This is an optimization exercise on Yosys and OpenROAD, whose aim is small area, a short achievable clock period and few clock cycles per item, not a production implementation.
Where RTL was checked, it was by simulation tests only, not by an equivalence proof against the original.

==> flow/design.v <==
module lsc_mapper (
    input  wire        clk,
    input  wire        rst,
    input  wire        in_valid,
    output wire        in_ready,
    input  wire        in_imm,
    input  wire        in_mtrunc,
    input  wire [15:0] in_value,
    input  wire [15:0] in_rmin,
    input  wire [15:0] in_rmax,
    output wire        out_valid,
    input  wire        out_ready,
    output wire [7:0]  out_angle,
    output wire [31:0] out_lux
);
    function [16:0] dstep;       
        input [16:0] top;
        input [15:0] den;
        reg   [17:0] t;
        begin
            t = {1'b0, top} - {2'b0, den};
            dstep = t[17] ? {1'b0, top[15:0]} : {1'b1, t[15:0]};
        end
    endfunction
    function [51:0] csa;
        input [25:0] a, b, c;
        csa = {((a & b) | (a & c) | (b & c)) << 1, a ^ b ^ c};
    endfunction
    reg        k_valid;              
    reg        rdy;                  
    wire       adv = ~k_valid;       
    assign in_ready = rdy;
    reg        v0;
    reg        imm0, trunc0;
    reg [15:0] val0, rmin0, rmax0;
    function [1:0] add3;         
        input [1:0] a, b;
        case ({a, b})
            4'b0000: add3 = 2'd0; 4'b0001: add3 = 2'd1; 4'b0010: add3 = 2'd2;
            4'b0100: add3 = 2'd1; 4'b0101: add3 = 2'd2; 4'b0110: add3 = 2'd0;
            4'b1000: add3 = 2'd2; 4'b1001: add3 = 2'd0; 4'b1010: add3 = 2'd1;
            default: add3 = 2'd0;
        endcase
    endfunction
    function [1:0] dig3;         
        input [1:0] d;
        dig3 = {d[1] & ~d[0], d[0] & ~d[1]};
    endfunction
    function [1:0] pair3;        
        input [3:0] x;
        pair3 = add3(dig3(x[1:0]), dig3(x[3:2]));
    endfunction
    wire [1:0] vm3 = add3(add3(pair3(val0[3:0]),  pair3(val0[7:4])),
                          add3(pair3(val0[11:8]), pair3(val0[15:12])));
    reg  [2:0] m;
    always @(*) begin
        case ({val0[0], vm3})
            3'b000: m = 3'd0; 3'b001: m = 3'd2; 3'b010: m = 3'd4;
            3'b100: m = 3'd3; 3'b101: m = 3'd5; 3'b110: m = 3'd1;
            default: m = 3'd0;
        endcase
    end
    wire [25:0] vv  = {10'd0, val0};
    wire [25:0] rr  = {10'd0, rmin0};
    wire [25:0] vi  = imm0 ? vv : 26'd0;
    wire [25:0] mt  = trunc0 ? {23'h7FFFFF, ~m} : 26'd0;           
    wire [25:0] kc  = {24'd0, 1'b1, trunc0};                        
    wire [51:0] ya  = csa(vv, vv << 2, vi);
    wire [51:0] yb  = csa(~(rr << 1), ~(rr << 2), kc);
    wire [51:0] yc  = csa(ya[25:0], ya[51:26], yb[25:0]);
    wire [51:0] yd  = csa(yc[25:0], yc[51:26], yb[51:26]);
    wire [51:0] ye  = csa(yd[25:0], yd[51:26], mt);
    wire [25:0] y_s = ye[25:0], y_c = ye[51:26];
    wire [51:0] na  = csa(y_s << 5, y_c << 5, ~(y_s << 1));
    wire [51:0] nb  = csa(na[25:0], na[51:26], ~(y_c << 1));
    wire [51:0] nc  = csa(nb[25:0], nb[51:26], 26'd2);
    wire [25:0] n_s1 = nc[25:0] + nc[51:26];
    wire [15:0] d_s1 = rmax0 - rmin0;
    reg        v1, neg1;
    reg [23:0] n1;
    reg [15:0] d1, val1;
    wire [16:0] s7 = dstep(n1[23:7], d1);
    wire [16:0] s6 = dstep({s7[15:0], n1[6]}, d1);
    wire        ovf_s2 = (n1[23:8] >= d1);                   
    reg        v2, neg2, ovf2;
    reg [21:0] r2;               
    reg [1:0]  q2;
    reg [15:0] d2, val2;
    wire [16:0] s5 = dstep(r2[21:5], d2);
    wire [16:0] s4 = dstep({s5[15:0], r2[4]}, d2);
    reg        v3, neg3, ovf3;
    reg [19:0] r3;
    reg [3:0]  q3;
    reg [15:0] d3, val3;
    wire [16:0] s3 = dstep(r3[19:3], d3);
    wire [16:0] s2 = dstep({s3[15:0], r3[2]}, d3);
    wire [5:0]  qh = {q3, s3[16], s2[16]};                   
    wire        sat_s4 = ovf3 | (qh >= 6'd45);               
    wire [18:0] x5_s4 = {3'd0, val3} + {1'b0, val3, 2'b00};
    reg        v4, neg4, sat4;
    reg [17:0] r4;
    reg [5:0]  q4;
    reg [15:0] d4;
    reg [18:0] x5_4;
    wire [16:0] s1 = dstep(r4[17:1], d4);
    wire [16:0] s0 = dstep({s1[15:0], r4[0]}, d4);           
    wire [7:0]  ang_s5 = neg4 ? 8'd0 : sat4 ? 8'd180 : {q4, s1[16], s0[16]};
    wire [18:0] lq = x5_4 / 19'd3;
    wire [18:0] lr = x5_4 % 19'd3;
    reg        o_valid;
    reg [7:0]  o_angle;
    reg [16:0] o_lux;
    reg [1:0]  o_r;
    reg [7:0]  k_angle;
    reg [16:0] k_lux;
    reg [1:0]  k_r;
    wire o_free = ~o_valid | out_ready;
    always @(posedge clk) begin
        if (rst) begin
            v0 <= 1'b0; v1 <= 1'b0; v2 <= 1'b0; v3 <= 1'b0; v4 <= 1'b0;
            o_valid <= 1'b0;
            k_valid <= 1'b0;
            rdy     <= 1'b1;
        end else begin
            if (adv) begin
                v0 <= in_valid;
                v1 <= v0;
                v2 <= v1;
                v3 <= v2;
                v4 <= v3;
            end
            if (k_valid) begin
                if (out_ready) begin
                    o_valid <= 1'b1;
                    k_valid <= 1'b0;
                    rdy     <= 1'b1;
                end
            end else if (o_free) begin
                o_valid <= v4;
            end else if (v4) begin
                k_valid <= 1'b1;
                rdy     <= 1'b0;
            end
        end
        if (adv) begin
            imm0   <= in_imm;
            trunc0 <= ~in_imm & in_mtrunc;
            val0   <= in_value;
            rmin0  <= in_rmin;
            rmax0  <= in_rmax;
            n1   <= n_s1[23:0];
            neg1 <= n_s1[25];
            d1   <= d_s1;
            val1 <= val0;
            r2   <= {s6[15:0], n1[5:0]};
            q2   <= {s7[16], s6[16]};
            neg2 <= neg1;
            ovf2 <= ovf_s2;
            d2   <= d1;
            val2 <= val1;
            r3   <= {s4[15:0], r2[3:0]};
            q3   <= {q2, s5[16], s4[16]};
            neg3 <= neg2;
            ovf3 <= ovf2;
            d3   <= d2;
            val3 <= val2;
            r4   <= {s2[15:0], r3[1:0]};
            q4   <= qh;
            neg4 <= neg3;
            sat4 <= sat_s4;
            d4   <= d3;
            x5_4 <= x5_s4;
        end
        if (k_valid) begin
            if (out_ready) begin
                o_angle <= k_angle;
                o_lux   <= k_lux;
                o_r     <= k_r;
            end
        end else if (o_free) begin
            o_angle <= ang_s5;
            o_lux   <= lq[16:0];
            o_r     <= lr[1:0];
        end else begin
            k_angle <= ang_s5;
            k_lux   <= lq[16:0];
            k_r     <= lr[1:0];
        end
    end
    assign out_valid = o_valid;
    assign out_angle = o_angle;
    assign out_lux = {o_lux,
                      o_r[1], o_r[0], o_r[1], o_r[0], o_r[1], o_r[0], o_r[1], o_r[0],
                      o_r[1], o_r[0], o_r[1], o_r[0], o_r[1], o_r[0], o_r[1]};
endmodule
Settings: LEC_CHECK=0, ABC_AREA=1, CAP_MARGIN=20, CORE_MARGIN=2, CORE_UTILIZATION=40, SLEW_MARGIN=20; clock period 22.0 ns.
run.sh (not shown) runs the stock make flow with config.mk's settings and CLKGATE_MAP_FILE= SYNTH_SCRIPT=/design/flow/synth_recipe.tcl, a recipe that flattens the netlist after the stock synthesis.
Next try:
==> flow/flow/run.sh (new file) <==
#!/bin/bash
# Layout: the standard flow (standard synthesis, same constraints), with ORFS's
# repair_timing asked for a larger setup margin so that it also works on paths that
# already meet the 22 ns clock.  Each tool's output goes to a log file here.
set -euo pipefail
bash standard.sh SETUP_SLACK_MARGIN=14.5 finish > flow_make.log 2>&1
==> flow/standard.sh (new file) <==
#!/bin/bash
# synth_recipe.tcl (not shown) runs the flow's synth.tcl, then flattens the netlist and writes it again
# the make line also repeats each setting of config.mk as NAME=value (left out here)
make -C /OpenROAD-flow-scripts/flow DESIGN_CONFIG=/design/flow/config.mk WORK_HOME=/design/flow/orfs CLKGATE_MAP_FILE= SYNTH_SCRIPT=/design/flow/synth_recipe.tcl "${@:-finish}"
removed: flow/run.sh
The new run finished clean.
Worst setup slack is better by 670 ps.
Final cell count grows by 1.1%.
Wire length climbs by 4.3%.
Cell area is higher by 1.0%.
Synthesized area does not change.
Non-clock buffer count grows by 31.
Via count rises by 2.1%.
Die area does not change.
Count of clock-buffer cells in the layout increases by 2.
Next try:
--- a/flow/flow/run.sh
+++ b/flow/flow/run.sh
@@ -5,2 +5,2 @@
 set -euo pipefail
-bash standard.sh SETUP_SLACK_MARGIN=14.5 finish > flow_make.log 2>&1
+bash standard.sh SETUP_SLACK_MARGIN=16 finish > flow_make.log 2>&1
=>
- wire length grows by 23%
- register-to-register slack is better by 210 ps
- utilization is higher by 8.2 points
Next try:
==> flow/flow/run.sh (replaced) <==
#!/bin/bash
# Layout: the standard flow (standard synthesis, same constraints), with ORFS's
# repair_timing asked for a larger setup margin so that it also works on paths that
# already meet the 22 ns clock, and plain buffers on the ports.  Each tool's output
# goes to a log file here.
set -euo pipefail
bash standard.sh SETUP_SLACK_MARGIN=14.5 "BUFFER_PORTS_ARGS=-buffer_cell sky130_fd_sc_hd__buf_2" finish > flow_make.log 2>&1
Settings changed: CORE_UTILIZATION 40 to 55, CTS_BUF_LIST set to sky130_fd_sc_hd__clkbuf_4.
=>
- The new run completed without violations
- hold slack degrades by 21 ps
- synthesized area stays the same
- routed wire length drops by about a fifth
- core utilization grows by 8.2 points
- setup slack is worse by 310 ps
- fmax fell by a few percent
Function was not checked in any run of this note: the RTL went through the layout flow alone.


Setup of garnet:
Another version of the RTL of lsc_mapper (not shown whole).
// lsc_mapper
module lsc_mapper (
    input  wire        clk,
    input  wire        rst,
    input  wire        in_valid,
    output wire        in_ready,
    input  wire        in_imm,
    input  wire        in_mtrunc,
    input  wire [15:0] in_value,
    input  wire [15:0] in_rmin,
    input  wire [15:0] in_rmax,
    output wire        out_valid,
    input  wire        out_ready,
    output wire [7:0]  out_angle,
    output wire [31:0] out_lux
);
clock: 22.0 ns
lec_check: 0
abc_area: 1
cap_margin: 20
core_margin: 2
core_utilization: 55
cts_buf_list: sky130_fd_sc_hd__clkbuf_4
slew_margin: 20
synth_hierarchical: 1
Stock flow here: none of the scripts above is used.
Testbench counts of garnet, summed over its fixed seeds: cycles 2,088, items 2,048.
For yarrow, these inputs were changed with respect to garnet:
- ABC_AREA changed from 1 to 0
==> flow/flow/run.sh (new file) <==
#!/bin/bash
# Layout: the standard flow (standard synthesis, same constraints), with ORFS's
# repair_timing asked for a larger setup margin so that it also works on paths that
# already meet the 22 ns clock, and plain buffers on the ports.  Each tool's output
# goes to a log file here.
set -euo pipefail
bash standard.sh SETUP_SLACK_MARGIN=16 "BUFFER_PORTS_ARGS=-buffer_cell sky130_fd_sc_hd__buf_2" finish > flow_make.log 2>&1
==> flow/standard.sh (new file) <==
#!/bin/bash
# synth_recipe.tcl (not shown) runs the flow's synth.tcl, then flattens the netlist and writes it again
# the make line also repeats each setting of config.mk as NAME=value (left out here)
make -C /OpenROAD-flow-scripts/flow DESIGN_CONFIG=/design/flow/config.mk WORK_HOME=/design/flow/orfs CLKGATE_MAP_FILE= SYNTH_SCRIPT=/design/flow/synth_recipe.tcl "${@:-finish}"
removed: flow/run.sh
## What came out
- The die area of yarrow falls short of that of garnet by 4.4%.
- [yarrow] final area rose 3.6% relative to garnet
- For garnet and yarrow, there was not a single run that failed to finish clean.
- Going from garnet to yarrow, the data arrival time of the critical path was found to have gone down by 0.79 ns.
- | sequential share of layout area | yarrow vs garnet | 1.0 points lower |
- yarrow vs garnet: fraction of area in multi-input gates up in yarrow
For onyx, these inputs were changed with respect to yarrow:
- ABC_AREA now 1, was 0
Findings:
Diff onyx and yarrow: number of nets at the end of the flow lower in yarrow
In the reports for onyx and yarrow, the smaller global router's overall resource usage belongs to yarrow.
Min number of antenna violations at the first check in global routing across onyx and yarrow: onyx
Diff yarrow -> onyx | die boundary height | increase of 2.3%
The core of onyx is less densely filled than that of yarrow.
Die width, onyx and yarrow, higher one = onyx.
The inputs of amber differ from those of onyx as listed below.
diff --git a/flow/flow/run.sh b/flow/flow/run.sh
--- a/flow/flow/run.sh
+++ b/flow/flow/run.sh
@@ -6,2 +6,2 @@
 set -euo pipefail
-bash standard.sh SETUP_SLACK_MARGIN=16 "BUFFER_PORTS_ARGS=-buffer_cell sky130_fd_sc_hd__buf_2" finish > flow_make.log 2>&1
+bash standard.sh SETUP_SLACK_MARGIN=15.5 "BUFFER_PORTS_ARGS=-buffer_cell sky130_fd_sc_hd__buf_2" finish > flow_make.log 2>&1
Notes after the runs:
- Maximum net fanout on the critical path (higher): amber
- Compared with onyx, amber ends up with a smaller final cell area.
- Diff onyx -> amber | area growth from synthesis to final layout | decrease of 1.4 points
- Changes observed in amber relative to onyx: footprint of the flip-flops and latches flat, smallest setup slack after layout down 0.15 ns, clock-buffer cell count flat.
- amber against onyx: headroom to the max-slew limit shows an increase of 0.28 points, required time at the worst-slack endpoint shows an increase of 5.01 ns, final weighted congestion in routability-driven placement shows no meaningful change.

## re-timing with driven ports
In the flow no input, the clock included, has a driving cell. The finished layouts below were timed again as built, in two steps.
Step 1 (the two cells are an assumption about what drives the block):
set clk [get_ports {clk}]
set_driving_cell -lib_cell sky130_fd_sc_hd__clkbuf_16 $clk
set_driving_cell -lib_cell sky130_fd_sc_hd__buf_2 [delete_from_list [all_inputs] $clk]
Step 2 also shifts input and output timing later by t, the mid clock arrival at the registers, as if the neighbouring blocks saw the same clock.
Slacks: ideal ports / drivers / drivers and shift; pairs: ideal ports / drivers.
| run | t, ns | setup slack, ns | clock arrival spread, ns |
|---|---|---|---|
| the first run of note 1 | 0.605 | 14.428 / 14.428 / 14.428 | 0.018 / 0.017 |
| the second run of note 1 | 0.598 | 15.100 / 15.100 / 15.100 | 0.025 / 0.026 |
| the third run of note 1 | 0.613 | 15.310 / 15.310 / 15.310 | 0.024 / 0.025 |
| the fourth run of note 1 | 0.870 | 15.002 / 15.002 / 15.002 | 0.075 / 0.074 |
| garnet | 0.856 | 14.956 / 14.956 / 14.956 | 0.074 / 0.074 |
| yarrow | 0.844 | 15.739 / 15.739 / 15.739 | 0.069 / 0.069 |
| onyx | 0.868 | 16.101 / 16.045 / 16.304 | 0.093 / 0.092 |
| amber | 0.871 | 15.948 / 15.948 / 15.948 | 0.096 / 0.096 |
After both steps setup and hold are still met in every run listed.
